This is an optimization exercise on Yosys and OpenROAD, whose aim is small area, a short achievable clock period and few clock cycles per item, not a production implementation. RTL that was checked went through simulation tests only; none was proved equivalent to the original. For runs 1, 2, 4 and 5, only the layout was checked, not whether the RTL still works. Power and IR drop assume default switching activity.

===== flow/config.mk =====
export PLATFORM = sky130hd
export DESIGN_NAME = wm_haar
export DESIGN_NICKNAME = wm_haar
export VERILOG_FILES = /design/flow/design.v
export SDC_FILE = /design/flow/constraint.sdc
export NUM_CORES = 8
export LEC_CHECK = 0
export ABC_CLOCK_PERIOD_IN_PS = 3000
export CAP_MARGIN = 20
export CORE_MARGIN = 2
export CORE_UTILIZATION = 60
export CTS_CLUSTER_DIAMETER = 110
export CTS_CLUSTER_SIZE = 22
export SETUP_SLACK_MARGIN = 0.5
export SLEW_MARGIN = 20
export SYNTH_HIERARCHICAL = 1
export SYNTH_MINIMUM_KEEP_SIZE = 0

===== flow/constraint.sdc =====
create_clock -name core_clock -period 22.0 [get_ports {clk}]
set_input_delay 4.4000 -clock core_clock [delete_from_list [all_inputs] [get_ports {clk}]]
set_output_delay 4.4000 -clock core_clock [all_outputs]
set_load 0.01 [all_outputs]

===== flow/design.v =====
module fp64_add #(
    parameter HALF = 0,
    parameter [9:0] CUTS = 10'd0
) (
    input  wire        clk,
    input  wire        en,
    input  wire [63:0] a,
    input  wire [63:0] b,
    output wire [63:0] p,
    output wire [63:0] m
);
    wire        mgt_in;
    mag_gt #(.N(53)) u_gt (.a({|b[62:52], b[51:0]}), .b({|a[62:52], a[51:0]}), .gt(mgt_in));
    wire [63:0] ai, bi;
    wire        mgt_0;
    generate if (CUTS[9]) begin : c9
        pipe #(.W(129)) rin (.clk(clk), .en(en), .d({a, b, mgt_in}), .q({ai, bi, mgt_0}));
    end else begin : n9
        assign {ai, bi, mgt_0} = {a, b, mgt_in};
    end endgenerate
    wire [10:0] ea = ai[62:52];
    wire [10:0] eb = bi[62:52];
    wire        ean = |ea;
    wire        ebn = |eb;
    wire [10:0] ea1 = {ea[10:1], ea[0] | ~ean};
    wire [10:0] eb1 = {eb[10:1], eb[0] | ~ebn};
    wire [10:0] dab, dba;
    wire        eswap_0, bnb;
    sub11 u_dab (.x(ea1), .y(eb1), .d(dab), .borrow(eswap_0));
    sub11 u_dba (.x(eb1), .y(ea1), .d(dba), .borrow(bnb));
    wire [10:0] dd = eswap_0 ? dba : dab;
    wire [5:0]  d_0  = dd[5:0] | {6{|dd[10:6]}};
    wire [10:0] ex_0 = eswap_0 ? eb1 : ea1;
    wire [52:0] ma_1, mb_1;
    wire [10:0] ex_1;
    wire [5:0]  d_1;
    wire        eswap_1, sa_1, sb_1, mgt;
    generate if (CUTS[0]) begin : c0
        pipe #(.W(127)) r0 (.clk(clk), .en(en),
            .d({ean, ai[51:0], ebn, bi[51:0], ex_0, d_0, eswap_0, ai[63], bi[63], mgt_0}),
            .q({ma_1, mb_1, ex_1, d_1, eswap_1, sa_1, sb_1, mgt}));
    end else begin : n0
        assign {ma_1, mb_1, ex_1, d_1, eswap_1, sa_1, sb_1, mgt} = {ean, ai[51:0], ebn, bi[51:0], ex_0, d_0, eswap_0, ai[63], bi[63], mgt_0};
    end endgenerate
    wire        swap_1 = eswap_1 | (mgt & ~|d_1);
    wire [52:0] mx_1 = swap_1 ? mb_1 : ma_1;
    wire [52:0] my_1 = CUTS[1] ? (swap_1 ? ma_1 : mb_1) : (eswap_1 ? ma_1 : mb_1);
    wire        fix_1 = CUTS[1] ? 1'b0 : (swap_1 & ~eswap_1);
    wire [52:0] mx_2, my_2, ma_2;
    wire [10:0] ex_2;
    wire [5:0]  d_2;
    wire        fix_2, sa_2, sb_2, swap_2;
    generate if (CUTS[1]) begin : c1
        pipe #(.W(53+53+11+6+4)) r1 (.clk(clk), .en(en),
            .d({mx_1, my_1, ex_1, d_1, fix_1, sa_1, sb_1, swap_1}),
            .q({mx_2, my_2, ex_2, d_2, fix_2, sa_2, sb_2, swap_2}));
    end else begin : n1
        assign {mx_2, my_2, ex_2, d_2, fix_2, sa_2, sb_2, swap_2} = {mx_1, my_1, ex_1, d_1, fix_1, sa_1, sb_1, swap_1};
    end endgenerate
    assign ma_2 = ma_1;
    wire [55:0] fy_2  = {my_2, 3'b000};
    wire [55:0] t_2   = fix_2 ? {ma_2, 3'b000} : (fy_2 >> {d_2[5:3], 3'b000});
    wire [55:0] msk_2 = ~({56{1'b1}} << d_2);
    wire        stk_2 = |(fy_2 & msk_2);
    wire [52:0] mx_3;
    wire [55:0] t_3;
    wire [10:0] ex_3;
    wire [2:0]  d_3;
    wire        stk_3, sa_3, sb_3, swap_3;
    generate if (CUTS[2]) begin : c2
        pipe #(.W(53+56+11+3+4)) r2 (.clk(clk), .en(en),
            .d({mx_2, t_2, ex_2, d_2[2:0], stk_2, sa_2, sb_2, swap_2}),
            .q({mx_3, t_3, ex_3, d_3, stk_3, sa_3, sb_3, swap_3}));
    end else begin : n2
        assign {mx_3, t_3, ex_3, d_3, stk_3, sa_3, sb_3, swap_3} = {mx_2, t_2, ex_2, d_2[2:0], stk_2, sa_2, sb_2, swap_2};
    end endgenerate
    wire [55:0] ysh_3  = t_3 >> d_3;
    wire [55:0] sigy_3 = {ysh_3[55:1], ysh_3[0] | stk_3};
    wire [52:0] mx_4;
    wire [55:0] sigy_4;
    wire [10:0] ex_4;
    wire        sa_4, sb_4, swap_4;
    generate if (CUTS[3]) begin : c3
        pipe #(.W(53+56+11+3)) r3 (.clk(clk), .en(en),
            .d({mx_3, sigy_3, ex_3, sa_3, sb_3, swap_3}),
            .q({mx_4, sigy_4, ex_4, sa_4, sb_4, swap_4}));
    end else begin : n3
        assign {mx_4, sigy_4, ex_4, sa_4, sb_4, swap_4} = {mx_3, sigy_3, ex_3, sa_3, sb_3, swap_3};
    end endgenerate
    wire [55:0] sigx_4 = {mx_4, 3'b000};
    wire [56:0] sum_4;
    wire [55:0] dif_4;
    add56 u_add (.x(sigx_4), .y(sigy_4), .s(sum_4));
    sub56 u_sub (.x(sigx_4), .y(sigy_4), .d(dif_4));
    wire [56:0] sum_5;
    wire [55:0] dif_5;
    wire [10:0] ex_5;
    wire        sa_5, sb_5, swap_5;
    generate if (CUTS[4]) begin : c4
        pipe #(.W(57+56+11+3)) r4 (.clk(clk), .en(en),
            .d({sum_4, dif_4, ex_4, sa_4, sb_4, swap_4}),
            .q({sum_5, dif_5, ex_5, sa_5, sb_5, swap_5}));
    end else begin : n4
        assign {sum_5, dif_5, ex_5, sa_5, sb_5, swap_5} = {sum_4, dif_4, ex_4, sa_4, sb_4, swap_4};
    end endgenerate
    wire        rsh_5  = sum_5[56] | (HALF != 0 && ex_5 == 11'd1);
    wire [55:0] nadd_5 = rsh_5 ? {sum_5[56:2], sum_5[1] | sum_5[0]} : sum_5[55:0];
    wire [10:0] eadd_5 = (HALF != 0) ? ex_5 - 11'd1 + {10'd0, sum_5[56]}
                                     : ex_5 + {10'd0, sum_5[56]};
    wire        wrap_5 = (HALF != 0) && (ex_5 == 11'd2047) && sum_5[56];
    wire [56:0] fd_5   = (HALF != 0) ? {1'b0, dif_5} : {dif_5, 1'b0};
    wire [56:0] sent_5 = (ex_5 <= 11'd57) ? (57'd1 << (7'd57 - ex_5[6:0])) : 57'd0;
    wire [5:0]  lz_5;
    lzc64 u_lzc (.x({fd_5 | sent_5, 7'b1000000}), .n(lz_5));
    wire        zsub_5 = ~|dif_5;
    wire [55:0] nadd_6, dif_6;
    wire [10:0] eadd_6, ex_6;
    wire [5:0]  lz_6;
    wire        wrap_6, zsub_6, sa_6, sb_6, swap_6;
    generate if (CUTS[5]) begin : c5
        pipe #(.W(56+56+11+11+6+5)) r5 (.clk(clk), .en(en),
            .d({nadd_5, dif_5, eadd_5, ex_5, lz_5, wrap_5, zsub_5, sa_5, sb_5, swap_5}),
            .q({nadd_6, dif_6, eadd_6, ex_6, lz_6, wrap_6, zsub_6, sa_6, sb_6, swap_6}));
    end else begin : n5
        assign {nadd_6, dif_6, eadd_6, ex_6, lz_6, wrap_6, zsub_6, sa_6, sb_6, swap_6} = {nadd_5, dif_5, eadd_5, ex_5, lz_5, wrap_5, zsub_5, sa_5, sb_5, swap_5};
    end endgenerate
    wire [56:0] fd_6 = (HALF != 0) ? {1'b0, dif_6} : {dif_6, 1'b0};
    wire [56:0] dsh_6;
    nshl57 u_shl (.x(fd_6), .s(lz_6), .y(dsh_6));
    wire [55:0] nsub_6 = dsh_6[56:1];
    wire [55:0] nadd_7, nsub_7;
    wire [10:0] eadd_7, ex_7;
    wire [5:0]  lz_7;
    wire        wrap_7, zsub_7, sa_7, sb_7, swap_7;
    generate if (CUTS[6]) begin : c6
        pipe #(.W(56+56+11+11+6+5)) r6 (.clk(clk), .en(en),
            .d({nadd_6, nsub_6, eadd_6, ex_6, lz_6, wrap_6, zsub_6, sa_6, sb_6, swap_6}),
            .q({nadd_7, nsub_7, eadd_7, ex_7, lz_7, wrap_7, zsub_7, sa_7, sb_7, swap_7}));
    end else begin : n6
        assign {nadd_7, nsub_7, eadd_7, ex_7, lz_7, wrap_7, zsub_7, sa_7, sb_7, swap_7} = {nadd_6, nsub_6, eadd_6, ex_6, lz_6, wrap_6, zsub_6, sa_6, sb_6, swap_6};
    end endgenerate
    wire [10:0] esub_7 = ex_7 - {5'd0, lz_7};
    wire        radd_7 = nadd_7[2] & (nadd_7[1] | nadd_7[0] | nadd_7[3]);
    wire        rsub_7 = nsub_7[2] & (nsub_7[1] | nsub_7[0] | nsub_7[3]);
    wire        wc1_7 = nadd_7[3] & radd_7;
    wire        wup_7 = (nadd_7[3] ^ radd_7) & (nadd_7[4] ^ wc1_7);
    wire [62:0] fadd_7 = wrap_7 ? {12'd0, nadd_7[54:4]}
                                : {nadd_7[55] ? eadd_7 : 11'd0, nadd_7[54:3]};
    wire [62:0] madd0_7, msub0_7;
    inc63 u_inca (.x(fadd_7), .r(wrap_7 ? (wc1_7 | wup_7) : radd_7), .y(madd0_7));
    inc63 u_incs (.x({nsub_7[55] ? esub_7 : 11'd0, nsub_7[54:3]}), .r(rsub_7), .y(msub0_7));
    wire [62:0] madd_7 = {madd0_7[62:52] & {11{HALF == 0 || madd0_7[62:52] != 11'h7ff}}, madd0_7[51:0]};
    wire [62:0] msub_7 = {msub0_7[62:52] & {11{HALF == 0 || msub0_7[62:52] != 11'h7ff}}, msub0_7[51:0]};
    wire [62:0] madd_8, msub_8;
    wire        zsub_8, sa_8, sb_8, swap_8;
    generate if (CUTS[7]) begin : c7
        pipe #(.W(63+63+4)) r7 (.clk(clk), .en(en),
            .d({madd_7, msub_7, zsub_7, sa_7, sb_7, swap_7}),
            .q({madd_8, msub_8, zsub_8, sa_8, sb_8, swap_8}));
    end else begin : n7
        assign {madd_8, msub_8, zsub_8, sa_8, sb_8, swap_8} = {madd_7, msub_7, zsub_7, sa_7, sb_7, swap_7};
    end endgenerate
    wire [63:0] radd_8 = {sa_8, madd_8};
    wire [63:0] rsub_8 = {~zsub_8 & (sa_8 ^ swap_8), msub_8};
    wire        same_8 = ~(sa_8 ^ sb_8);
    generate if (CUTS[8]) begin : c8
        pipe #(.W(128)) r8 (.clk(clk), .en(en),
            .d({same_8 ? radd_8 : rsub_8, same_8 ? rsub_8 : radd_8}),
            .q({p, m}));
    end else begin : n8
        assign {p, m} = {same_8 ? radd_8 : rsub_8, same_8 ? rsub_8 : radd_8};
    end endgenerate
endmodule
module pipe #(
    parameter W = 1
) (
    input  wire         clk,
    input  wire         en,
    input  wire [W-1:0] d,
    output reg  [W-1:0] q
);
    always @(posedge clk) if (en) q <= d;
endmodule
module lzc64 (
    input  wire [63:0] x,
    output wire [5:0]  n
);
    wire [63:0] z0 = ~x;
    wire [31:0] z1;  wire [31:0] c1;
    wire [15:0] z2;  wire [31:0] c2;
    wire [7:0]  z3;  wire [23:0] c3;
    wire [3:0]  z4;  wire [15:0] c4;
    wire [1:0]  z5;  wire [9:0]  c5;
    genvar g;
    generate
        for (g = 0; g < 32; g = g + 1) begin : l1
            assign z1[g] = z0[2*g+1] & z0[2*g];
            assign c1[g] = z0[2*g+1];
        end
        for (g = 0; g < 16; g = g + 1) begin : l2
            assign z2[g] = z1[2*g+1] & z1[2*g];
            assign c2[2*g+1 -: 2] = z1[2*g+1] ? {1'b1, c1[2*g]} : {1'b0, c1[2*g+1]};
        end
        for (g = 0; g < 8; g = g + 1) begin : l3
            assign z3[g] = z2[2*g+1] & z2[2*g];
            assign c3[3*g+2 -: 3] = z2[2*g+1] ? {1'b1, c2[4*g+1 -: 2]} : {1'b0, c2[4*g+3 -: 2]};
        end
        for (g = 0; g < 4; g = g + 1) begin : l4
            assign z4[g] = z3[2*g+1] & z3[2*g];
            assign c4[4*g+3 -: 4] = z3[2*g+1] ? {1'b1, c3[6*g+2 -: 3]} : {1'b0, c3[6*g+5 -: 3]};
        end
        for (g = 0; g < 2; g = g + 1) begin : l5
            assign z5[g] = z4[2*g+1] & z4[2*g];
            assign c5[5*g+4 -: 5] = z4[2*g+1] ? {1'b1, c4[8*g+3 -: 4]} : {1'b0, c4[8*g+7 -: 4]};
        end
    endgenerate
    assign n = z5[1] ? {1'b1, c5[4:0]} : {1'b0, c5[9:5]};
endmodule
module nshl57 (
    input  wire [56:0] x,
    input  wire [5:0]  s,
    output wire [56:0] y
);
    wire [56:0] t5 = s[5] ? {x[24:0], 32'd0}  : x;
    wire [56:0] t4 = s[4] ? {t5[40:0], 16'd0} : t5;
    wire [56:0] t3 = s[3] ? {t4[48:0], 8'd0}  : t4;
    wire [56:0] t2 = s[2] ? {t3[52:0], 4'd0}  : t3;
    wire [56:0] t1 = s[1] ? {t2[54:0], 2'd0}  : t2;
    assign y = s[0] ? {t1[55:0], 1'b0} : t1;
endmodule
module pfx_skl #(
    parameter N = 56
) (
    input  wire [N-1:0] g,
    input  wire [N-1:0] p,
    output wire [N-1:0] c
);
    localparam L = $clog2(N);
    wire [N-1:0] gl [0:L];
    wire [N-1:0] pl [0:L];
    assign gl[0] = g;
    assign pl[0] = p;
    genvar l, i;
    generate for (l = 0; l < L; l = l + 1) begin : lv
        for (i = 0; i < N; i = i + 1) begin : bt
            if ((i >> l) & 1) begin : m
                localparam integer J = ((i >> l) << l) - 1;
                assign gl[l+1][i] = gl[l][i] | (pl[l][i] & gl[l][J]);
                assign pl[l+1][i] = pl[l][i] & pl[l][J];
            end else begin : k
                assign gl[l+1][i] = gl[l][i];
                assign pl[l+1][i] = pl[l][i];
            end
        end
    end endgenerate
    assign c = gl[L];
endmodule
module add56 (
    input  wire [55:0] x,
    input  wire [55:0] y,
    output wire [56:0] s
);
    wire [55:0] p = x ^ y;
    wire [55:0] c;
    pfx_skl #(.N(56)) u_c (.g(x & y), .p(p), .c(c));
    assign s = {c[55], p ^ {c[54:0], 1'b0}};
endmodule
module sub56 (
    input  wire [55:0] x,
    input  wire [55:0] y,
    output wire [55:0] d
);
    wire [55:0] p = ~(x ^ y);
    wire [55:0] g = {x[55:1] & ~y[55:1], x[0] | ~y[0]};
    wire [55:0] c;
    pfx_skl #(.N(56)) u_c (.g(g), .p(p), .c(c));
    assign d = p ^ {c[54:0], 1'b1};
endmodule
module mag_gt #(
    parameter N = 63
) (
    input  wire [N-1:0] a,
    input  wire [N-1:0] b,
    output wire         gt
);
    wire [63:0] ax = {{(64-N){1'b0}}, a};
    wire [63:0] bx = {{(64-N){1'b0}}, b};
    wire [63:0] g0 = ax & ~bx;
    wire [63:0] e0 = ~(ax ^ bx);
    wire [31:0] g1, e1;
    wire [15:0] g2, e2;
    wire [7:0]  g3, e3;
    wire [3:0]  g4, e4;
    wire [1:0]  g5, e5;
    genvar i;
    generate
        for (i = 0; i < 32; i = i + 1) begin : l1
            assign g1[i] = g0[2*i+1] | (e0[2*i+1] & g0[2*i]);
            assign e1[i] = e0[2*i+1] & e0[2*i];
        end
        for (i = 0; i < 16; i = i + 1) begin : l2
            assign g2[i] = g1[2*i+1] | (e1[2*i+1] & g1[2*i]);
            assign e2[i] = e1[2*i+1] & e1[2*i];
        end
        for (i = 0; i < 8; i = i + 1) begin : l3
            assign g3[i] = g2[2*i+1] | (e2[2*i+1] & g2[2*i]);
            assign e3[i] = e2[2*i+1] & e2[2*i];
        end
        for (i = 0; i < 4; i = i + 1) begin : l4
            assign g4[i] = g3[2*i+1] | (e3[2*i+1] & g3[2*i]);
            assign e4[i] = e3[2*i+1] & e3[2*i];
        end
        for (i = 0; i < 2; i = i + 1) begin : l5
            assign g5[i] = g4[2*i+1] | (e4[2*i+1] & g4[2*i]);
            assign e5[i] = e4[2*i+1] & e4[2*i];
        end
    endgenerate
    assign gt = g5[1] | (e5[1] & g5[0]);
endmodule
module and_pfx #(
    parameter N = 64
) (
    input  wire [N-1:0] x,
    output wire [N-1:0] c
);
    localparam L = $clog2(N);
    wire [N-1:0] pl [0:L];
    assign pl[0] = x;
    genvar l, i;
    generate for (l = 0; l < L; l = l + 1) begin : lv
        for (i = 0; i < N; i = i + 1) begin : bt
            if ((i >> l) & 1) begin : m
                localparam integer J = ((i >> l) << l) - 1;
                assign pl[l+1][i] = pl[l][i] & pl[l][J];
            end else begin : k
                assign pl[l+1][i] = pl[l][i];
            end
        end
    end endgenerate
    assign c = pl[L];
endmodule
module inc63 (
    input  wire [62:0] x,
    input  wire        r,
    output wire [62:0] y
);
    wire [62:0] c;
    and_pfx #(.N(63)) u_c (.x({x[61:0], r}), .c(c));
    assign y = x ^ c;
endmodule
module sub11 (
    input  wire [10:0] x,
    input  wire [10:0] y,
    output wire [10:0] d,
    output wire        borrow
);
    wire [10:0] p = ~(x ^ y);
    wire [10:0] g = {x[10:1] & ~y[10:1], x[0] | ~y[0]};
    wire [10:0] c;
    pfx_skl #(.N(11)) u_c (.g(g), .p(p), .c(c));
    assign d = p ^ {c[9:0], 1'b1};
    assign borrow = ~c[10];
endmodule
module wm_haar (
    input  wire        clk,
    input  wire        rst,         
    input  wire        in_valid,
    output wire        in_ready,
    input  wire [63:0] in_x0,
    input  wire [63:0] in_x1,
    input  wire [63:0] in_x2,
    input  wire [63:0] in_x3,
    output wire        out_valid,
    input  wire        out_ready,
    output wire [63:0] out_y0,
    output wire [63:0] out_y1,
    output wire [63:0] out_y2,
    output wire [63:0] out_y3
);
    localparam [9:0] CUTS1 = 10'b1011010100;
    localparam [9:0] CUTS2 = 10'b0001011001;
    localparam integer LAT = ncuts(CUTS1) + ncuts(CUTS2);
    function integer ncuts;
        input [9:0] c;
        integer k;
        begin
            ncuts = 0;
            for (k = 0; k < 10; k = k + 1) ncuts = ncuts + c[k];
        end
    endfunction
    reg         s_valid;    
    reg         o_valid;
    reg         in_rdy;     
    wire        adv = ~s_valid;
    reg  [LAT-1:0] v;
    always @(posedge clk)
        if (rst) v <= {LAT{1'b0}};
        else if (adv) v <= {v[LAT-2:0], in_valid};
    wire [63:0] s01, d01, s23, d23;
    fp64_add #(.HALF(0), .CUTS(CUTS1)) u_a01 (.clk(clk), .en(adv), .a(in_x0), .b(in_x1), .p(s01), .m(d01));
    fp64_add #(.HALF(0), .CUTS(CUTS1)) u_a23 (.clk(clk), .en(adv), .a(in_x2), .b(in_x3), .p(s23), .m(d23));
    wire [63:0] y0, y1, y2, y3;
    fp64_add #(.HALF(1), .CUTS(CUTS2)) u_b0 (.clk(clk), .en(adv), .a(s01), .b(s23), .p(y0), .m(y1));
    fp64_add #(.HALF(1), .CUTS(CUTS2)) u_b1 (.clk(clk), .en(adv), .a(d01), .b(d23), .p(y2), .m(y3));
    wire        inc_v  = v[LAT-1];
    wire        o_free = ~o_valid | out_ready;
    reg  [255:0] o_q, s_q;
    always @(posedge clk) begin
        if (o_free) o_q <= s_valid ? s_q : {y0, y1, y2, y3};
        if (~s_valid) s_q <= {y0, y1, y2, y3};
    end
    always @(posedge clk)
        if (rst) begin
            o_valid <= 1'b0;
            s_valid <= 1'b0;
            in_rdy  <= 1'b1;
        end else begin
            if (o_free) o_valid <= s_valid | inc_v;
            s_valid <= s_valid ? ~o_free : (inc_v & ~o_free);
            in_rdy  <= s_valid ? o_free : ~(inc_v & ~o_free);
        end
    assign in_ready  = in_rdy;
    assign out_valid = o_valid;
    assign {out_y0, out_y1, out_y2, out_y3} = o_q;
endmodule

===== flow/flow/run.sh =====
#!/bin/bash
# Own layout flow: the standard synthesis unchanged, then the standard
# ORFS layout steps with a larger setup slack margin for repair_timing, so
# that the resizer works towards the period the pipeline can reach rather
# than the design's much longer clock period. The SDC is not changed.
# flow/extra.txt may add further ORFS make variables (CTS and port-buffer
# arguments, for instance).
set -uo pipefail
M=$(cat flow/margin.txt)
EXTRA=$(cat flow/extra.txt 2>/dev/null || true)
EXTRA=${EXTRA//&/\\&}
sed -e "s|SETUP_SLACK_MARGIN=[-0-9.]*|SETUP_SLACK_MARGIN=$M $EXTRA|" standard.sh > standard_margin.sh
grep -q "SETUP_SLACK_MARGIN=$M" standard_margin.sh || { echo "margin not set" >&2; exit 1; }
bash standard.sh synth > synth.log 2>&1 || exit 1
bash standard_margin.sh > layout.log 2>&1 || exit 1

===== flow/flow/extra.txt =====
BUFFER_PORTS_ARGS="-buffer_cell sky130_fd_sc_hd__buf_2" MATCH_CELL_FOOTPRINT=0

===== flow/flow/margin.txt =====
16.1

===== flow/standard.sh =====
#!/bin/bash
# synth_recipe.tcl (not shown) runs the flow's synth.tcl, then flattens the netlist and writes it again
# the make line also repeats each setting of config.mk as NAME=value (left out here)
make -C /OpenROAD-flow-scripts/flow DESIGN_CONFIG=/design/flow/config.mk WORK_HOME=/design/flow/orfs CLKGATE_MAP_FILE= SYNTH_SCRIPT=/design/flow/synth_recipe.tcl "${@:-finish}"

==> impl_metrics.py, run 1 <==
metrics = {
    "detailed_routing": {
        "maxUsedRoutingLayer": "met5",
        "wl_met3_um": 38600,
        "drt-met1-wl_um": 228000,
        "post_drt_wl_per_cell_um": 26.2,
        "via_per_inst": 6.41,
        "dr_wl_met2_um": 256000,
        "drt_iter0_markers": 13600,
        "drt_wl_total_um": 566000,
        "route.detailed.drc": 0,
        "via_count": 139000,
        "ant_nets": 0,
        "drt-pass1-iter-count": 9,
    },
    "clock_network": {
        "cts_hold_buf": 0,
        "root_buffer": "clkbuf_16",
        "cts_tree": "done",
        "worstSkewPairLatency_ns": 0.90,
        "clkSinkCount": 2884,
        "clock_path_buffers": 4,
        "cts_buffers": 164,
        "htreeDepth": 4,
        "clk_pin_slew_ns": 0.09,
    },
    "layout": {
        "final_area_um2": 201000,
        "multi_input_area_um2": 97700,
        "n_fill_cell": 24400,
        "mostFrequentLayoutCell": "edfxtp_1",
        "fin_nets": 18500,
        "mostFrequentLayoutCells": "edfxtp_1, nand2_1, mux2_2",
        "final_util": 0.643,
        "ff_latch_area_um2": 83900,
        "area_growth_pct": 6.64,
        "drive_gt1_frac": 0.173,
    },
    "power": {
        "p_leak_nw": 83.4,
        "cellPowerDensity_nw_per_um2": 121,
        "ir_worst_vdd_uv": 85.9,
    },
    "setup_path": {
        "critPathBufInv": 1,
        "crit_family": "flip-flops",
        "worstPathRequired_ns": 17.60,
        "cpMaxStageDelayCell": "edfxtp_1",
        "crit_start": "o_q[112]",
        "timing.critical_path.to": "out_y2[48]",
        "path_class": "reg2out",
        "cp_num_cells": 1,
        "cp_max_fo": 1,
        "rr_worst_depth": 18,
        "r2r_setup_slack_ns": 16.29,
        "critical-path-max-stage-delay_ns": 0.43,
        "path_cells": "buf_2",
        "worst_setup_path_start_kind": "flip-flop",
        "r2r_start": "u_a01.c4.r4.q[5]",
        "end_kind": "output pin",
        "arrival_ns": 1.50,
        "r2r_end": "u_a01.c6.r6.q[71]",
    },
    "timing": {
        "tightest_slew_ns": 1.24,
        "setup_violations": 0,
        "worst_hold_slack_ns": 0.415,
        "fin_crit_sh": 0.268,
        "slew_headroom": 0.167,
        "setup_tns_ns": 0,
        "max_freq_mhz": 170,
        "finClkSkew_ns": 0.0426,
        "period_needed_ns": 5.90,
        "hold_violations": 0,
        "rsz0062_at_grt": "true",
        "maxSlewViolCount": 0,
    },
    "run_status": {
        "outcome": "complete, no violations",
    },
    "worst_hold_path": {
        "hold_path_class": "reg2reg",
    },
    "floorplanning": {
        "die_y_um": 564,
        "floorplan.initialDensity": 0.603,
        "core_area_um2": 312000,
        "die_w_um": 564,
        "rows": 205,
        "pin_count": 518,
        "die_area_um2": 318000,
    },
    "global_route": {
        "grt_max_degree": 197,
        "grt_pass1_wl_um": 835000,
        "first_global_vias": 131000,
        "grt.total_usage": 0.345,
        "antenna_found_initial": 15,
        "grt_overflow": 0,
    },
    "placement": {
        "dpl_cell_area_um2": 194000,
        "hpwl_um": 430000,
        "io_buffers": 517,
        "place_congestion": 1.07,
    },
    "logic_synthesis": {
        "yosys_warnings": 15,
        "syn_area_per_cell_um2": 11.0,
        "mappedNetlistArea_um2": 188000,
        "synthCells": 17200,
    },
    "flow_run": {
        "max_cap_viol_count": 0,
    },
}
where the power goes:
group | switching (W) | total, W | internal, W
sequential | 0.00181 | 0.0102 | 0.00843
combinational | 0.00623 | 0.0107 | 0.00446
clock | 0.00182 | 0.00329 | 0.00147
total | 0.00986 | 0.0242 | 0.0144
worst min path at each step:
stage / startpoint / to / slack [ns] / depth (start not counted)
2_1_floorplan: u_a01.c9.rin.q[64] / u_a01.c2.r2.q[1] / 0.40 / 0
3_3_place_gp: u_b0.c4.r4.q[1] / u_b0.c6.r6.q[1] / 0.40 / 0
3_5_place_dp: u_a01.c9.rin.q[128] / u_a01.c2.r2.q[2] / 0.40 / 0
4_1_cts: u_b1.c4.r4.q[1] / u_b1.c6.r6.q[1] / 0.41 / 0
5_1_grt: u_a23.c2.r2.q[14] / u_a23.c4.r4.q[10] / 0.42 / 0
6_report: u_a23.c2.r2.q[14] / u_a23.c4.r4.q[10] / 0.42 / 0
worst register-to-register path: stages (launching register included):
cell and delay [ns]:
edfxtp_1 0.43, inv_1 0.07, ha_1 0.31, nand3b_1 0.30, xor2_1 0.26, and2_2 0.30
a21o_1 0.20, or4_1 0.59, and4b_1 0.40, inv_1 0.07, o21ai_1 0.24, a31oi_4 0.16
buf_4 0.22, buf_6 0.23, nor2b_1 0.38, mux2i_1 0.16, o21a_1 0.24, mux4_2 0.52
a222oi_1 0.40
metal layers:
| layer | GRT usage | vias up |
|---|---|---|
| met1 | 0.445 | 66400 |
| met3 | 0.0455 | 1676 |
| met2 | 0.550 | 6172 |
| li1 | - | 64600 |
| met4 | 0.223 | 4 |
| met5 | 0 | - |
final cells by class:
type,count,area share
Clock inverter,39,0.00261
Tap cell,4140,0.0258
Timing Repair Buffer,811,0.0267
Multi-Input combinational cell,12600,0.487
Antenna cell,9,0.000112
Sequential cell,2884,0.418
Inverter,951,0.0183
Timing Repair inverter,6,0.000162
Clock buffer,205,0.0217
stage by stage:
step                      std cells  total power [W]  setup slack [ns]
after CTS                     21600           0.0239             16.02
after detailed placement      21300           0.0205             14.89
after global placement        21300           0.0204             14.97
after floorplan               17300           0.0169            -14.65
after global routing          21600           0.0254             16.04
final                         21600           0.0242             16.10
repair_timing:
item                                    CTS  global route
endpoints found under the setup margin  780           725
cloned                                   12             9
hold endpoints to repair                  0             0
gates resized for setup                 107            84
buffers inserted                         41            52
pin swaps                                11            14
registers in the layout, summed over array words and instances, names as in the netlist, 9 cells and up:
name and cells:
o_q 256, s_q 256, u_a01.c6.r6.q 145, u_a23.c6.r6.q 145, u_b0.c6.r6.q 145, u_b1.c6.r6.q 145
u_a01.c7.r7.q 130, u_a23.c7.r7.q 130, u_a01.c9.rin.q 129, u_a23.c9.rin.q 129, u_a01.c2.r2.q 127, u_a01.c4.r4.q 127
u_a23.c2.r2.q 127, u_a23.c4.r4.q 127, u_b0.c0.r0.q 127, u_b0.c4.r4.q 127, u_b1.c0.r0.q 127, u_b1.c4.r4.q 127
u_b0.c3.r3.q 123, u_b1.c3.r3.q 123, v 9
==> run 2: changes to the inputs <==
--- a/flow/design.v
+++ b/flow/design.v
@@ -1,5 +1,6 @@
 module fp64_add #(
     parameter HALF = 0,
-    parameter [9:0] CUTS = 10'd0
+    parameter [9:0] CUTS = 10'd0,
+    parameter GT_LATE = 0
 ) (
     input  wire        clk,
@@ -10,12 +11,21 @@
     output wire [63:0] m
 );
-    wire        mgt_in;
-    mag_gt #(.N(53)) u_gt (.a({|b[62:52], b[51:0]}), .b({|a[62:52], a[51:0]}), .gt(mgt_in));
     wire [63:0] ai, bi;
     wire        mgt_0;
-    generate if (CUTS[9]) begin : c9
-        pipe #(.W(129)) rin (.clk(clk), .en(en), .d({a, b, mgt_in}), .q({ai, bi, mgt_0}));
-    end else begin : n9
-        assign {ai, bi, mgt_0} = {a, b, mgt_in};
+    generate if (GT_LATE) begin : gl
+        if (CUTS[9]) begin : c9
+            pipe #(.W(128)) rin (.clk(clk), .en(en), .d({a, b}), .q({ai, bi}));
+        end else begin : n9
+            assign {ai, bi} = {a, b};
+        end
+        mag_gt #(.N(53)) u_gt (.a({|bi[62:52], bi[51:0]}), .b({|ai[62:52], ai[51:0]}), .gt(mgt_0));
+    end else begin : ge
+        wire mgt_in;
+        mag_gt #(.N(53)) u_gt (.a({|b[62:52], b[51:0]}), .b({|a[62:52], a[51:0]}), .gt(mgt_in));
+        if (CUTS[9]) begin : c9
+            pipe #(.W(129)) rin (.clk(clk), .en(en), .d({a, b, mgt_in}), .q({ai, bi, mgt_0}));
+        end else begin : n9
+            assign {ai, bi, mgt_0} = {a, b, mgt_in};
+        end
     end endgenerate
     wire [10:0] ea = ai[62:52];
@@ -398,6 +408,6 @@
         else if (adv) v <= {v[LAT-2:0], in_valid};
     wire [63:0] s01, d01, s23, d23;
-    fp64_add #(.HALF(0), .CUTS(CUTS1)) u_a01 (.clk(clk), .en(adv), .a(in_x0), .b(in_x1), .p(s01), .m(d01));
-    fp64_add #(.HALF(0), .CUTS(CUTS1)) u_a23 (.clk(clk), .en(adv), .a(in_x2), .b(in_x3), .p(s23), .m(d23));
+    fp64_add #(.HALF(0), .CUTS(CUTS1), .GT_LATE(1)) u_a01 (.clk(clk), .en(adv), .a(in_x0), .b(in_x1), .p(s01), .m(d01));
+    fp64_add #(.HALF(0), .CUTS(CUTS1), .GT_LATE(1)) u_a23 (.clk(clk), .en(adv), .a(in_x2), .b(in_x3), .p(s23), .m(d23));
     wire [63:0] y0, y1, y2, y3;
     fp64_add #(.HALF(1), .CUTS(CUTS2)) u_b0 (.clk(clk), .en(adv), .a(s01), .b(s23), .p(y0), .m(y1));
--- a/flow/config.mk
+++ b/flow/config.mk
@@ -14,4 +14,2 @@
 export SETUP_SLACK_MARGIN = 0.5
 export SLEW_MARGIN = 20
-export SYNTH_HIERARCHICAL = 1
-export SYNTH_MINIMUM_KEEP_SIZE = 0
==> impl_metrics.py, run 2 <==
metrics = {
    "run_status": {
        "outcome": "complete, no violations",
    },
    "placement": {
        "io_buffers": 517,
        "dp_cells": 21000,
        "hpwl_um": 416000,
        "dpl_cell_area_um2": 183000,
        "place_congestion": 1.05,
    },
    "logic_synthesis": {
        "syn_area_per_cell_um2": 10.2,
        "synth_top_area_share": 0.444,
        "synth.area.top_cells": "edfxtp_1, mux2i_1, ha_1",
        "mappedNetlistArea_um2": 176000,
        "synth-seq-area-share": 0.474,
        "ys_top_cells_by_count": "edfxtp_1, nand2_1, nor2_1, mux2i_1, o21ai_0",
        "synthCells": 17300,
        "synth_top_cell_by_area": "edfxtp_1",
        "yosys_warnings": 9,
        "synth_flop_cell": "edfxtp_1",
        "synth_seq_cells": 2876,
        "synth_edf_count": 2608,
        "synthArstFlopShare": 0,
        "synth_most_common_cell": "edfxtp_1",
        "synth_cell_types": 102,
    },
    "global_route": {
        "grt_max_degree": 223,
        "antenna_found_initial": 7,
        "grt_pass1_wl_um": 802000,
        "grt.total_usage": 0.352,
        "first_global_vias": 127000,
        "grt_overflow": 0,
    },
    "clock_network": {
        "clock_path_buffers": 4,
        "cts_buffers": 163,
        "htreeDepth": 4,
        "cts_tree": "done",
        "clk_pin_slew_ns": 0.10,
        "root_buffer": "clkbuf_16",
        "cts_hold_buf": 0,
        "worstSkewPairLatency_ns": 0.91,
        "clkSinkCount": 2876,
    },
    "timing": {
        "finClkSkew_ns": 0.0429,
        "fin_crit_sh": 0.267,
        "slew_headroom": 0.155,
        "maxSlewViolCount": 0,
        "setup_tns_ns": 0,
        "setup_violations": 0,
        "period_needed_ns": 5.88,
        "tightest_slew_ns": 1.23,
        "max_freq_mhz": 170,
        "hold_violations": 0,
        "rsz0062_at_grt": "true",
    },
    "worst_hold_path": {
        "hold_path_class": "reg2reg",
    },
    "setup_path": {
        "arrival_ns": 1.48,
        "crit_family": "flip-flops",
        "cp_max_fo": 1,
        "worst_setup_path_start_kind": "flip-flop",
        "end_kind": "output pin",
        "r2r_setup_slack_ns": 16.20,
        "critical-path-max-stage-delay_ns": 0.41,
        "critPathBufInv": 1,
        "worstPathRequired_ns": 17.60,
        "path_cells": "buf_2",
        "cpMaxStageDelayCell": "edfxtp_1",
        "path_class": "reg2out",
    },
    "flow_run": {
        "max_cap_viol_count": 0,
    },
    "layout": {
        "mostFrequentLayoutCells": "edfxtp_1, nand2_1, nor2_1",
        "final_util": 0.646,
        "final_area_um2": 189000,
        "final_cells": 21400,
        "drive_gt1_frac": 0.113,
        "mostFrequentLayoutCell": "edfxtp_1",
        "fin_nets": 18500,
        "reg.largest.list": "o_q: 256 flops, s_q: 256 flops",
        "n_fill_cell": 22900,
        "area_growth_pct": 7.32,
    },
    "power": {
        "ir_worst_vdd_uv": 104,
        "finalPower_w": 0.0237,
        "cellPowerDensity_nw_per_um2": 125,
        "p_leak_nw": 76.2,
    },
    "floorplanning": {
        "floorplan.initialDensity": 0.602,
        "pin_count": 518,
        "die_y_um": 546,
        "die_area_um2": 298000,
        "rows": 199,
        "die_w_um": 546,
        "core_area_um2": 293000,
    },
    "detailed_routing": {
        "drt_wl_total_um": 543000,
        "drt-pass1-iter-count": 9,
        "ant_nets": 0,
        "route.detailed.drc": 0,
        "via_count": 134000,
        "drt_iter0_markers": 14700,
        "post_drt_wl_per_cell_um": 25.4,
        "via_per_inst": 6.29,
    },
}
-- run 2: logic make-up after synthesis --
kind of cell	count (synthesis)	share of synthesized area
adder cells (fa/ha/maj)	844	0.0613
flip-flops	2876	0.474
AND/OR/NAND/NOR	5265	0.135
XOR/XNOR	968	0.0481
multiplexers	1876	0.113
buffers and inverters	1839	0.0401
AO/OA/AOI/OAI	3647	0.129
-- run 2: power breakdown --
part,internal [W],switching (W),total [W]
Combinational,0.00392,0.00630,0.0102
Clock,0.00144,0.00181,0.00325
Sequential,0.00844,0.00181,0.0102
Total,0.0138,0.00992,0.0237
-- run 2: cell type report --
cell class	count	area, µm²	area share
inverter	895	3450	0.0182
clock buffer	210	4340	0.0229
timing repair inverter	3	20.0	0.000106
multi-input combinational	12600	87100	0.460
sequential	2876	83700	0.442
timing repair buffer	833	5490	0.0290
antenna	8	20.0	0.000106
tap	3919	4900	0.0259
clock inverter	34	435	0.00230
-- run 2: timing repair --
item	CTS	global route
pin swaps	13	17
gates resized for setup	168	148
setup buffers	22	44
setup endpoints to repair	863	804
cloned	12	4
-- run 2: worst paths after layout --
check,start,endpoint,cells after the start
setup / recovery,o_q[185],out_y1[57],1
hold / removal,u_a01.gl.c9.rin.q[127],u_a01.c2.r2.q[2],0
setup reg to reg,u_a01.gl.c9.rin.q[116],u_a01.c2.r2.q[3],23
hold reg to reg,u_a01.gl.c9.rin.q[127],u_a01.c2.r2.q[2],0
-- run 2: metrics by stage --
stage	hold slack, ns	setup slack [ns]
5_1_grt	0.412	16.05
3_5_place_dp	0.405	14.16
6_report	0.401	16.12
3_3_place_gp	0.401	14.25
4_1_cts	0.393	16.06
2_1_floorplan	0.400	14.85
-- run 2: routing by layer --
metal  share of wire  vias to the layer above  track usage
li1                -                    62900            -
met1            0.39                    64100        0.451
met2            0.46                     6030        0.573
met5               0                        -            0
met4           0.077                        0        0.225
met3           0.066                     1509       0.0374
-- run 2: worst register-to-register path, cell delays in order (launching register included) --
cell and delay (ns):
edfxtp_1 0.46, nor4_4 0.34, nand2_1 0.14, nor4_4 0.25
nor2_1 0.11, ha_1 0.26, nor2b_2 0.19, o31ai_2 0.09
a211oi_2 0.18, buf_4 0.16, a21oi_4 0.08, buf_12 0.20
buf_16 0.21, mux2i_4 0.21, a21bo_2 0.27, xnor2_4 0.23
buf_8 0.19, nand2_1 0.08, buf_6 0.22, or3_4 0.47
a21boi_0 0.17, a2111oi_2 0.45, o2111ai_1 0.18, a2111o_1 0.40
==> run 3: changes to the inputs <==
--- a/flow/design.v
+++ b/flow/design.v
@@ -246,5 +246,5 @@
     output wire [N-1:0] c
 );
-    localparam L = $clog2(N);
+    localparam L = (N <= 2) ? 1 : (N <= 4) ? 2 : (N <= 8) ? 3 : (N <= 16) ? 4 : (N <= 32) ? 5 : (N <= 64) ? 6 : 7;
     wire [N-1:0] gl [0:L];
     wire [N-1:0] pl [0:L];
@@ -334,5 +334,5 @@
     output wire [N-1:0] c
 );
-    localparam L = $clog2(N);
+    localparam L = (N <= 2) ? 1 : (N <= 4) ? 2 : (N <= 8) ? 3 : (N <= 16) ? 4 : (N <= 32) ? 5 : (N <= 64) ? 6 : 7;
     wire [N-1:0] pl [0:L];
     assign pl[0] = x;
==> impl_metrics.py, run 3 <==
metrics = {
    "layout": {
        "mostFrequentLayoutCells": "edfxtp_1, nand2_1, nor2_1",
        "reg.largest.list": "o_q: 256 flops, s_q: 256 flops",
        "fin_nets": 18500,
        "n_fill_cell": 22900,
        "final_area_um2": 189000,
        "drive_gt1_frac": 0.113,
        "mostFrequentLayoutCell": "edfxtp_1",
        "area_growth_pct": 7.32,
    },
    "timing": {
        "maxSlewViolCount": 0,
        "tightest_slew_ns": 1.23,
        "rsz0062_at_grt": "true",
        "setup_violations": 0,
        "max_freq_mhz": 170,
        "worst_hold_slack_ns": 0.401,
        "period_needed_ns": 5.88,
        "fin_ws_ns": 16.12,
        "setup_tns_ns": 0,
        "finClkSkew_ns": 0.0429,
        "fin_crit_sh": 0.267,
        "slew_headroom": 0.155,
        "hold_violations": 0,
    },
    "logic_synthesis": {
        "syn_area_per_cell_um2": 10.2,
        "synth-seq-area-share": 0.474,
        "synth_cell_types": 102,
        "synth.area.top_cells": "edfxtp_1, mux2i_1, ha_1",
        "yosys_warnings": 9,
        "ys_top_cells_by_count": "edfxtp_1, nand2_1, nor2_1, mux2i_1, o21ai_0",
        "synthArstFlopShare": 0,
        "synth_flop_cell": "edfxtp_1",
        "synthCells": 17300,
        "synth_top_cell_by_area": "edfxtp_1",
        "mappedNetlistArea_um2": 176000,
        "synth_edf_count": 2608,
        "synth_most_common_cell": "edfxtp_1",
        "synth_top_area_share": 0.444,
        "synth_seq_cells": 2876,
    },
    "global_route": {
        "first_global_vias": 127000,
        "grt_overflow": 0,
        "grt_max_degree": 223,
        "grt.total_usage": 0.352,
        "antenna_found_initial": 7,
        "grt_pass1_wl_um": 802000,
    },
    "detailed_routing": {
        "drt-pass1-iter-count": 9,
        "maxUsedRoutingLayer": "met4",
        "drt_iter0_markers": 14700,
        "via_per_inst": 6.29,
        "wl_met3_um": 36000,
        "ant_nets": 0,
        "dr_wl_met2_um": 251000,
        "drt_wl_total_um": 543000,
        "post_drt_wl_per_cell_um": 25.4,
        "drt-met1-wl_um": 214000,
        "via_count": 134000,
        "route.detailed.drc": 0,
    },
    "placement": {
        "place_congestion": 1.05,
        "place_ws_ns": 14.16,
        "hpwl_um": 416000,
        "dpl_cell_area_um2": 183000,
        "io_buffers": 517,
    },
    "power": {
        "ir_worst_vdd_uv": 104,
        "cellPowerDensity_nw_per_um2": 125,
        "p_leak_nw": 76.2,
    },
    "floorplanning": {
        "die_y_um": 546,
        "die_area_um2": 298000,
        "die_w_um": 546,
        "pin_count": 518,
        "rows": 199,
        "floorplan.initialDensity": 0.602,
        "core_area_um2": 293000,
    },
    "run_status": {
        "outcome": "complete, no violations",
    },
    "setup_path": {
        "crit_start": "o_q[185]",
        "path_cells": "buf_2",
        "cp_max_fo": 1,
        "rr_worst_depth": 23,
        "arrival_ns": 1.48,
        "critical-path-max-stage-delay_ns": 0.41,
        "path_class": "reg2out",
        "worstPathRequired_ns": 17.60,
        "end_kind": "output pin",
        "r2r_setup_slack_ns": 16.20,
        "r2r_start": "u_a01.gl.c9.rin.q[116]",
        "critPathBufInv": 1,
        "crit_family": "flip-flops",
        "cpMaxStageDelayCell": "edfxtp_1",
        "worst_setup_path_start_kind": "flip-flop",
        "r2r_end": "u_a01.c2.r2.q[3]",
    },
    "clock_network": {
        "clkSinkCount": 2876,
        "worstSkewPairLatency_ns": 0.91,
        "htreeDepth": 4,
        "cts_tree": "done",
        "root_buffer": "clkbuf_16",
        "cts_buffers": 163,
        "clk_pin_slew_ns": 0.10,
        "clock_path_buffers": 4,
    },
    "worst_hold_path": {
        "hold_path_class": "reg2reg",
        "holdPathStages": 0,
        "hp-start": "u_a01.gl.c9.rin.q[127]",
        "hold_end": "u_a01.c2.r2.q[2]",
    },
    "flow_run": {
        "max_cap_viol_count": 0,
    },
}
## run 3: per-stage QoR
step / utilization / std cells / total power [W]
2_1_floorplan: - / 17300 / 0.0163
3_3_place_gp: 0.622 / 21000 / 0.0199
3_5_place_dp: 0.622 / 21000 / 0.0201
4_1_cts: 0.642 / 21300 / 0.0234
5_1_grt: 0.646 / 21400 / 0.0249
6_report: 0.646 / 21400 / 0.0237
## run 3: worst max-delay path by stage
stage | end | slack (ns) | cells after the start
finish | out_y1[57] | 16.12 | 1
global route | u_a23.c2.r2.q[79] | 16.05 | 22
floorplan | o_q[253] | 14.85 | 7
CTS | out_y1[57] | 16.06 | 1
global placement | u_a01.c2.r2.q[30] | 14.25 | 22
detailed placement | u_a01.c2.r2.q[40] | 14.16 | 22
## run 3: cells by family (layout without fill, tap and decap cells)
| group | after synthesis | in the layout | share of synthesized area |
|---|---|---|---|
| flops | 2876 | 2876 | 0.474 |
| simple gates | 5265 | 5268 | 0.135 |
| other cells | 0 | 8 | 0 |
| compound gates | 3647 | 3648 | 0.129 |
| fa+ha+maj | 844 | 844 | 0.0613 |
| buf+inv | 1839 | 1975 | 0.0401 |
| mux | 1876 | 1876 | 0.113 |
| xor+xnor | 968 | 968 | 0.0481 |
## run 3: routing by layer
layer  global-route usage  vias to the layer above
met4                0.225                        0
met1                0.451                    64100
met5                    0                        -
met3               0.0374                     1509
li1                     -                    62900
met2                0.573                     6030
## run 3: power by group
part / total (W) / internal, W / switching (W)
clock: 0.00325 / 0.00144 / 0.00181
combinational: 0.0102 / 0.00392 / 0.00630
sequential: 0.0102 / 0.00844 / 0.00181
total: 0.0237 / 0.0138 / 0.00992
## run 3: final cells by class
type / instances / area [µm²] / area share
antenna: 8 / 20.0 / 0.000106
timing repair inverter: 3 / 20.0 / 0.000106
sequential: 2876 / 83700 / 0.442
tap: 3919 / 4900 / 0.0259
timing repair buffer: 833 / 5490 / 0.0290
clock inverter: 34 / 435 / 0.00230
clock buffer: 210 / 4340 / 0.0229
multi-input combinational: 12600 / 87100 / 0.460
inverter: 895 / 3450 / 0.0182
## run 3: timing repair
item,4_1_cts,5_1_grt
cloned,12,4
hold buffers,0,0
setup endpoints to repair,863,804
resized for setup,168,148
pin swaps,13,17
buffers inserted,22,44
Testbench counts of run 3, summed over its fixed seeds: cycles 32,080, items 32,000.
==> run 4: changes to the inputs <==
--- a/flow/design.v
+++ b/flow/design.v
@@ -139,25 +139,26 @@
     nshl57 u_shl (.x(fd_6), .s(lz_6), .y(dsh_6));
     wire [55:0] nsub_6 = dsh_6[56:1];
-    wire [55:0] nadd_7, nsub_7;
-    wire [10:0] eadd_7, ex_7;
-    wire [5:0]  lz_7;
-    wire        wrap_7, zsub_7, sa_7, sb_7, swap_7;
+    wire [10:0] esub_6 = ex_6 - {5'd0, lz_6};
+    wire        radd_6 = nadd_6[2] & (nadd_6[1] | nadd_6[0] | nadd_6[3]);
+    wire        rsub_6 = nsub_6[2] & (nsub_6[1] | nsub_6[0] | nsub_6[3]);
+    wire        wc1_6 = nadd_6[3] & radd_6;
+    wire        wup_6 = (nadd_6[3] ^ radd_6) & (nadd_6[4] ^ wc1_6);
+    wire        ia_6  = wrap_6 ? (wc1_6 | wup_6) : radd_6;
+    wire [52:0] nadd_7, nsub_7;
+    wire [10:0] eadd_7, esub_7;
+    wire        ia_7, rsub_7, wrap_7, zsub_7, sa_7, sb_7, swap_7;
     generate if (CUTS[6]) begin : c6
-        pipe #(.W(56+56+11+11+6+5)) r6 (.clk(clk), .en(en),
-            .d({nadd_6, nsub_6, eadd_6, ex_6, lz_6, wrap_6, zsub_6, sa_6, sb_6, swap_6}),
-            .q({nadd_7, nsub_7, eadd_7, ex_7, lz_7, wrap_7, zsub_7, sa_7, sb_7, swap_7}));
+        pipe #(.W(53+53+11+11+7)) r6 (.clk(clk), .en(en),
+            .d({nadd_6[55:3], nsub_6[55:3], eadd_6, esub_6, ia_6, rsub_6, wrap_6, zsub_6, sa_6, sb_6, swap_6}),
+            .q({nadd_7, nsub_7, eadd_7, esub_7, ia_7, rsub_7, wrap_7, zsub_7, sa_7, sb_7, swap_7}));
     end else begin : n6
-        assign {nadd_7, nsub_7, eadd_7, ex_7, lz_7, wrap_7, zsub_7, sa_7, sb_7, swap_7} = {nadd_6, nsub_6, eadd_6, ex_6, lz_6, wrap_6, zsub_6, sa_6, sb_6, swap_6};
+        assign {nadd_7, nsub_7, eadd_7, esub_7, ia_7, rsub_7, wrap_7, zsub_7, sa_7, sb_7, swap_7} =
+               {nadd_6[55:3], nsub_6[55:3], eadd_6, esub_6, ia_6, rsub_6, wrap_6, zsub_6, sa_6, sb_6, swap_6};
     end endgenerate
-    wire [10:0] esub_7 = ex_7 - {5'd0, lz_7};
-    wire        radd_7 = nadd_7[2] & (nadd_7[1] | nadd_7[0] | nadd_7[3]);
-    wire        rsub_7 = nsub_7[2] & (nsub_7[1] | nsub_7[0] | nsub_7[3]);
-    wire        wc1_7 = nadd_7[3] & radd_7;
-    wire        wup_7 = (nadd_7[3] ^ radd_7) & (nadd_7[4] ^ wc1_7);
-    wire [62:0] fadd_7 = wrap_7 ? {12'd0, nadd_7[54:4]}
-                                : {nadd_7[55] ? eadd_7 : 11'd0, nadd_7[54:3]};
+    wire [62:0] fadd_7 = wrap_7 ? {12'd0, nadd_7[51:1]}
+                                : {nadd_7[52] ? eadd_7 : 11'd0, nadd_7[51:0]};
     wire [62:0] madd0_7, msub0_7;
-    inc63 u_inca (.x(fadd_7), .r(wrap_7 ? (wc1_7 | wup_7) : radd_7), .y(madd0_7));
-    inc63 u_incs (.x({nsub_7[55] ? esub_7 : 11'd0, nsub_7[54:3]}), .r(rsub_7), .y(msub0_7));
+    inc63 u_inca (.x(fadd_7), .r(ia_7), .y(madd0_7));
+    inc63 u_incs (.x({nsub_7[52] ? esub_7 : 11'd0, nsub_7[51:0]}), .r(rsub_7), .y(msub0_7));
     wire [62:0] madd_7 = {madd0_7[62:52] & {11{HALF == 0 || madd0_7[62:52] != 11'h7ff}}, madd0_7[51:0]};
     wire [62:0] msub_7 = {msub0_7[62:52] & {11{HALF == 0 || msub0_7[62:52] != 11'h7ff}}, msub0_7[51:0]};
@@ -246,5 +247,5 @@
     output wire [N-1:0] c
 );
-    localparam L = (N <= 2) ? 1 : (N <= 4) ? 2 : (N <= 8) ? 3 : (N <= 16) ? 4 : (N <= 32) ? 5 : (N <= 64) ? 6 : 7;
+    localparam L = $clog2(N);
     wire [N-1:0] gl [0:L];
     wire [N-1:0] pl [0:L];
@@ -334,5 +335,5 @@
     output wire [N-1:0] c
 );
-    localparam L = (N <= 2) ? 1 : (N <= 4) ? 2 : (N <= 8) ? 3 : (N <= 16) ? 4 : (N <= 32) ? 5 : (N <= 64) ? 6 : 7;
+    localparam L = $clog2(N);
     wire [N-1:0] pl [0:L];
     assign pl[0] = x;
--- a/flow/config.mk
+++ b/flow/config.mk
@@ -9,5 +9,5 @@
 export CAP_MARGIN = 20
 export CORE_MARGIN = 2
-export CORE_UTILIZATION = 60
+export CORE_UTILIZATION = 70
 export CTS_CLUSTER_DIAMETER = 110
 export CTS_CLUSTER_SIZE = 22
==> impl_metrics.py, run 4 <==
metrics = {
    "run_status": {
        "outcome": "complete, no violations",
    },
    "timing": {
        "tightest_slew_ns": 1.24,
        "hold_violations": 0,
        "max_freq_mhz": 168,
        "period_needed_ns": 5.97,
        "slew_headroom": 0.168,
        "fin_crit_sh": 0.271,
        "setup_violations": 0,
        "setup_tns_ns": 0,
        "maxSlewViolCount": 0,
        "rsz0062_at_grt": "true",
        "fin_ws_ns": 16.03,
        "finClkSkew_ns": 0.0814,
    },
    "power": {
        "finalPower_w": 0.0232,
        "p_leak_nw": 75.3,
        "cellPowerDensity_nw_per_um2": 123,
        "ir_worst_vdd_uv": 85.0,
    },
    "worst_hold_path": {
        "holdPathStages": 0,
        "hold_path_class": "reg2reg",
        "hp-start": "u_b1.c0.r0.q[16]",
    },
    "floorplanning": {
        "die_y_um": 505,
        "pin_count": 518,
        "die_w_um": 505,
        "floorplan.initialDensity": 0.705,
        "core_area_um2": 249000,
        "rows": 183,
        "die_area_um2": 255000,
    },
    "global_route": {
        "antenna_found_initial": 9,
        "grt_max_degree": 203,
        "grt.total_usage": 0.436,
        "grt_pass1_wl_um": 850000,
        "first_global_vias": 137000,
        "grt_overflow": 0,
    },
    "layout": {
        "mostFrequentLayoutCell": "edfxtp_1",
        "final_util": 0.756,
        "mostFrequentLayoutCells": "edfxtp_1, nand2_1, nor2_1",
        "drive_gt1_frac": 0.123,
        "reg.largest.list": "o_q: 256 flops, s_q: 256 flops",
        "fin_nets": 18400,
        "area_growth_pct": 7.23,
    },
    "detailed_routing": {
        "post_drt_wl_per_cell_um": 28.0,
        "drt_wl_total_um": 580000,
        "drt_iter0_markers": 22000,
        "drt-pass1-iter-count": 13,
        "route.detailed.drc": 0,
        "via_count": 145000,
        "ant_nets": 0,
        "via_per_inst": 6.97,
    },
    "setup_path": {
        "timing.critical_path.to": "out_y1[33]",
        "crit_family": "flip-flops",
        "arrival_ns": 1.57,
        "r2r_setup_slack_ns": 16.10,
        "r2r_start": "u_b1.c6.r6.q[4]",
        "critPathBufInv": 1,
        "cp_max_fo": 1,
        "path_cells": "buf_2",
        "crit_start": "o_q[161]",
        "r2r_end": "o_q[105]",
        "cpMaxStageDelayCell": "edfxtp_1",
        "rr_worst_depth": 16,
        "worst_setup_path_start_kind": "flip-flop",
        "cp_num_cells": 1,
        "critical-path-max-stage-delay_ns": 0.51,
        "path_class": "reg2out",
        "worstPathRequired_ns": 17.60,
        "end_kind": "output pin",
    },
    "logic_synthesis": {
        "mappedNetlistArea_um2": 176000,
        "synth-seq-area-share": 0.470,
        "synth_most_common_cell": "edfxtp_1",
        "synthCells": 17200,
        "synth_cell_types": 121,
        "synthArstFlopShare": 0,
        "synth_top_area_share": 0.439,
        "syn_area_per_cell_um2": 10.2,
        "synth_edf_count": 2568,
        "ys_top_cells_by_count": "edfxtp_1, nand2_1, nor2_1, o21ai_0, a21oi_1",
        "yosys_warnings": 9,
        "synth.area.top_cells": "edfxtp_1, mux2i_1, ha_1",
        "synth_flop_cell": "edfxtp_1",
        "synth_top_cell_by_area": "edfxtp_1",
        "synth_seq_cells": 2836,
    },
    "placement": {
        "place_congestion": 1.10,
        "hpwl_um": 420000,
        "io_buffers": 517,
        "place_ws_ns": 14.85,
    },
    "clock_network": {
        "clock_path_buffers": 3,
        "clkSinkCount": 2836,
        "clk_pin_slew_ns": 0.09,
        "worstSkewPairLatency_ns": 0.91,
        "htreeDepth": 4,
        "cts_buffers": 153,
        "cts_tree": "done",
        "root_buffer": "clkbuf_16",
    },
    "flow_run": {
        "max_cap_viol_count": 0,
    },
}
[run 4: changes by cell type in the layout (fill, tap and decap cells not counted), sizes merged, moves of 27 or more]
| cell | before | now |
|---|---|---|
| buf | 826 | 886 |
| nand3 | 320 | 394 |
| inv | 908 | 935 |
| a21oi | 1018 | 1112 |
| mux4 | 29 | 132 |
| mux2 | 615 | 571 |
| edfxtp | 2608 | 2568 |
| nor2 | 1271 | 1350 |
| nand2 | 2224 | 2130 |
| mux2i | 1232 | 1043 |
| o22ai | 71 | 100 |
| nor2b | 137 | 91 |
| o21ai | 1102 | 1157 |
[run 4: through the flow]
stage               hold WS [ns]  std cells  area [µm²]
CTS                        0.411      20600      186000
global route               0.416      20700      188000
floorplan                  0.400      17200      176000
finish                     0.413      20700      188000
global placement           0.401      20400      181000
detailed placement         0.405      20400      181000
[run 4: cell type report]
type                    instances  area (µm²)
flip-flops and latches       2836       82500
repair inverters                2        10.0
inverters                     929        3520
well taps                    3330        4170
repair buffers                897        6190
diodes                          6        15.0
clock inverters                27         408
clock buffers                 190        4040
multi-input cells           12500       87400
fillers                     15100       60700
[run 4: repair_timing]
action	CTS	global route
resized for setup	184	169
setup endpoints to repair	645	484
setup buffers	42	89
hold buffers	0	0
pin swaps	19	26
cloned	11	7
[run 4: per-layer routing]
metal	routed length, µm	global-route usage	vias up
met3	60900	0.0822	2866
met5	92	0	-
li1	-	-	62600
met4	54400	0.311	10
met2	264000	0.699	11300
met1	201000	0.533	67700
[run 4: how the worst min path moves through the flow]
stage | end
after floorplan | u_a01.c2.r2.q[1]
after global placement | u_a23.c7.r7.q[1]
after detailed placement | u_a01.c7.r7.q[1]
after CTS | u_a01.c2.r2.q[1]
after global routing | u_a01.c2.r2.q[1]
final | u_b1.c3.r3.q[9]
[run 4: cells by family after synthesis]
group,Yosys count,synth area share
adders and majority gates,850,0.0621
and+or+nand+nor,5165,0.132
muxes,1746,0.113
xor gates and xnor gates,974,0.0486
DFF,2836,0.470
AOI/OAI and AO/OA,3770,0.133
buffers and inverters,1854,0.0415
[run 4: power breakdown]
| part | leakage, nW | switching (W) | internal, W |
|---|---|---|---|
| registers | 30.0 | 0.00189 | 0.00829 |
| clock network | 2.16 | 0.00178 | 0.00135 |
| logic | 43.1 | 0.00618 | 0.00368 |
==> run 5: changes to the inputs <==
--- a/flow/design.v
+++ b/flow/design.v
@@ -247,5 +247,5 @@
     output wire [N-1:0] c
 );
-    localparam L = $clog2(N);
+    localparam L = (N <= 2) ? 1 : (N <= 4) ? 2 : (N <= 8) ? 3 : (N <= 16) ? 4 : (N <= 32) ? 5 : (N <= 64) ? 6 : 7;
     wire [N-1:0] gl [0:L];
     wire [N-1:0] pl [0:L];
@@ -335,5 +335,5 @@
     output wire [N-1:0] c
 );
-    localparam L = $clog2(N);
+    localparam L = (N <= 2) ? 1 : (N <= 4) ? 2 : (N <= 8) ? 3 : (N <= 16) ? 4 : (N <= 32) ? 5 : (N <= 64) ? 6 : 7;
     wire [N-1:0] pl [0:L];
     assign pl[0] = x;
--- a/flow/config.mk
+++ b/flow/config.mk
@@ -9,5 +9,5 @@
 export CAP_MARGIN = 20
 export CORE_MARGIN = 2
-export CORE_UTILIZATION = 70
+export CORE_UTILIZATION = 60
 export CTS_CLUSTER_DIAMETER = 110
 export CTS_CLUSTER_SIZE = 22
==> impl_metrics.py, run 5 <==
metrics = {
    "clock_network": {
        "worstSkewPairLatency_ns": 0.92,
        "cts_buffers": 161,
        "cts_tree": "done",
        "clkSinkCount": 2836,
        "cts_hold_buf": 0,
        "root_buffer": "clkbuf_16",
        "htreeDepth": 4,
        "clock_path_buffers": 4,
        "clk_pin_slew_ns": 0.08,
    },
    "logic_synthesis": {
        "synth_edf_count": 2568,
        "synthCells": 17200,
        "synth_seq_cells": 2836,
        "synthArstFlopShare": 0,
        "synthMuxAreaShare": 0.113,
        "synth-xor-area-share": 0.0486,
        "yosys.area_share.simple": 0.132,
        "synth_most_common_cell": "edfxtp_1",
        "yosys_warnings": 9,
        "synth_cell_types": 121,
        "synth_top_family_by_area": "compound AO/OA/AOI/OAI gates",
        "ys_top_cells_by_count": "edfxtp_1, nand2_1, nor2_1, o21ai_0, a21oi_1",
        "syn_area_per_cell_um2": 10.2,
        "synth-seq-area-share": 0.470,
        "synth_compound_area_frac": 0.133,
        "synth.area.top_cells": "edfxtp_1, mux2i_1, ha_1",
        "synth_top_area_share": 0.439,
        "mappedNetlistArea_um2": 176000,
        "synth_fa_ha_area_frac": 0.0621,
        "synth_flop_cell": "edfxtp_1",
        "synth_top_cell_by_area": "edfxtp_1",
    },
    "floorplanning": {
        "floorplan.initialDensity": 0.603,
        "die_area_um2": 297000,
        "core_area_um2": 291000,
        "pin_count": 518,
        "rows": 198,
        "die_w_um": 545,
        "die_y_um": 545,
    },
    "detailed_routing": {
        "drt-pass1-iter-count": 8,
        "route.detailed.drc": 0,
        "ant_nets": 0,
        "drt_iter0_markers": 13700,
        "via_count": 133000,
        "post_drt_wl_per_cell_um": 25.3,
        "drt_wl_total_um": 539000,
        "via_per_inst": 6.27,
    },
    "global_route": {
        "antenna_found_initial": 7,
        "grt.total_usage": 0.353,
        "first_global_vias": 125000,
        "grt_overflow": 0,
        "grt_pass1_wl_um": 792000,
        "grt_max_degree": 198,
    },
    "setup_path": {
        "r2r_setup_slack_ns": 16.21,
        "cp_max_fo": 1,
        "arrival_ns": 1.58,
        "rr_worst_depth": 24,
        "path_cells": "buf_2",
        "cpMaxStageDelayCell": "edfxtp_1",
        "cp_num_cells": 1,
        "worstPathRequired_ns": 17.60,
        "end_kind": "output pin",
        "r2r_start": "u_b0.c4.r4.q[4]",
        "crit_family": "flip-flops",
        "timing.critical_path.to": "out_y1[47]",
        "crit_start": "o_q[175]",
        "critPathBufInv": 1,
        "path_class": "reg2out",
        "r2r_end": "u_b0.c6.r6.q[15]",
        "worst_setup_path_start_kind": "flip-flop",
        "critical-path-max-stage-delay_ns": 0.50,
    },
    "power": {
        "switching_share": 0.409,
        "power_frac_seq": 0.441,
        "p_leak_nw": 75.2,
        "clockPowerShare": 0.142,
        "internal-power_w": 0.0134,
        "switchingPower_w": 0.00926,
        "ir_worst_vdd_uv": 127,
        "cellPowerDensity_nw_per_um2": 120,
        "comb_power_share": 0.416,
        "finalPower_w": 0.0226,
    },
    "timing": {
        "rsz0062_at_grt": "true",
        "setup_violations": 0,
        "fin_crit_sh": 0.272,
        "tightest_slew_ns": 1.23,
        "finClkSkew_ns": 0.0584,
        "period_needed_ns": 5.98,
        "setup_tns_ns": 0,
        "maxSlewViolCount": 0,
        "hold_violations": 0,
        "slew_headroom": 0.175,
        "max_freq_mhz": 167,
        "fin_ws_ns": 16.02,
    },
    "layout": {
        "reg.largest.list": "o_q: 256 flops, s_q: 256 flops",
        "drive_gt1_frac": 0.121,
        "mostFrequentLayoutCells": "edfxtp_1, nand2_1, nor2_1",
        "mostFrequentLayoutCell": "edfxtp_1",
        "final_cells": 21300,
        "fin_nets": 18400,
        "area_growth_pct": 7.51,
    },
    "placement": {
        "place_congestion": 1.04,
        "io_buffers": 517,
        "dp_cells": 20900,
        "place_ws_ns": 14.41,
        "hpwl_um": 413000,
    },
    "worst_hold_path": {
        "hold_path_class": "reg2reg",
    },
    "flow_run": {
        "max_cap_viol_count": 0,
    },
    "run_status": {
        "outcome": "complete, no violations",
    },
}
[run 5: cell counts after synthesis]
Identical to the previous run, type by type.
[run 5: cell type report]
cell class / instances / area, µm²
flip-flops and latches: 2836 / 82500
clock buffers: 198 / 4250
fillers: 23000 / 102000
clock inverters: 32 / 513
diodes: 5 / 12.5
repair inverters: 1 / 5.00
inverters: 929 / 3510
repair buffers: 882 / 5880
well taps: 3900 / 4880
multi-input cells: 12500 / 87200
[run 5: cells by family after synthesis]
| group | count (synthesis) |
|---|---|
| compound gates | 3770 |
| xor+xnor | 974 |
| fa+ha+maj | 850 |
| buf+inv | 1854 |
| flops | 2836 |
| mux | 1746 |
| simple gates | 5165 |
[run 5: how the worst min path moves through the flow]
stage	cells after the start	startpoint	to
floorplan	0	u_a01.gl.c9.rin.q[63]	u_a01.c2.r2.q[1]
global placement	0	u_b0.c3.r3.q[12]	u_b0.c4.r4.q[12]
detailed placement	0	u_a23.c2.r2.q[1]	u_a23.c4.r4.q[1]
CTS	0	u_b0.c0.r0.q[1]	u_b0.c3.r3.q[1]
global route	0	u_b0.c0.r0.q[1]	u_b0.c3.r3.q[1]
finish	0	u_b1.c3.r3.q[13]	u_b1.c4.r4.q[13]
[run 5: per-stage QoR]
| step | utilization | cell area [µm²] | hold WS (ns) |
|---|---|---|---|
| final | 0.648 | 189000 | 0.415 |
| after global routing | 0.648 | 189000 | 0.419 |
| after CTS | 0.643 | 187000 | 0.417 |
| after detailed placement | 0.624 | 182000 | 0.405 |
| after global placement | 0.624 | 182000 | 0.401 |
| after floorplan | - | 176000 | 0.400 |
[run 5: power groups by stage]
stage / combinational [W] / sequential (W) / clock [W]
5_1_grt: 0.0102 / 0.0101 / 0.00343
6_report: 0.00942 / 0.00998 / 0.00321
2_1_floorplan: 0.00619 / 0.00928 / 0
3_5_place_dp: 0.00894 / 0.0100 / 0
4_1_cts: 0.00908 / 0.00991 / 0.00327
3_3_place_gp: 0.00885 / 0.00999 / 0
[run 5: what timing repair did]
item	4_1_cts	5_1_grt
pin swaps	11	23
gates cloned	2	9
setup buffers	29	74
resized for setup	138	153
endpoints found under the setup margin	582	535
[run 5: routing by layer]
metal,vias up,global-route usage,part of all wire
met5,-,0.000974,0.000024
met4,2,0.224,0.075
met3,1387,0.0439,0.068
met2,5835,0.568,0.46
met1,63600,0.453,0.40
li1,62600,-,-

==> what the ideal ports hide <==
The flow's constraints put no driver on any port. The routed layouts listed below were extracted and timed again, unchanged, in two steps.
Step 1: set_driving_cell puts a clkbuf_16 on clk and a buf_2 on each other input, an assumption about the parent block.
Step 2 moves the port delays by t, midway between the first and last clock arrival at a register: inputs arrive t later, outputs are due t later. That takes back most of the time a late clock gives input paths.
Three values: no drivers, after step 1, after step 2; two values: the first two.
run | t (ns) | slack for setup (ns) | worst setup path after step 2
run 1 | 0.992 | 16.103 / 15.994 / 15.327 | input to register
run 2 | 1.005 | 16.116 / 16.008 / 15.482 | input to register
run 3 | 1.005 | 16.116 / 16.008 / 15.482 | input to register
run 4 | 0.988 | 16.032 / 15.918 / 15.415 | input to register
run 5 | 1.010 | 16.024 / 15.909 / 15.453 | input to register
After both steps every run listed still meets setup and hold. The setup slack of run 1, which loses most, moves by -0.109 ns with the drivers and by -0.776 ns with both steps.
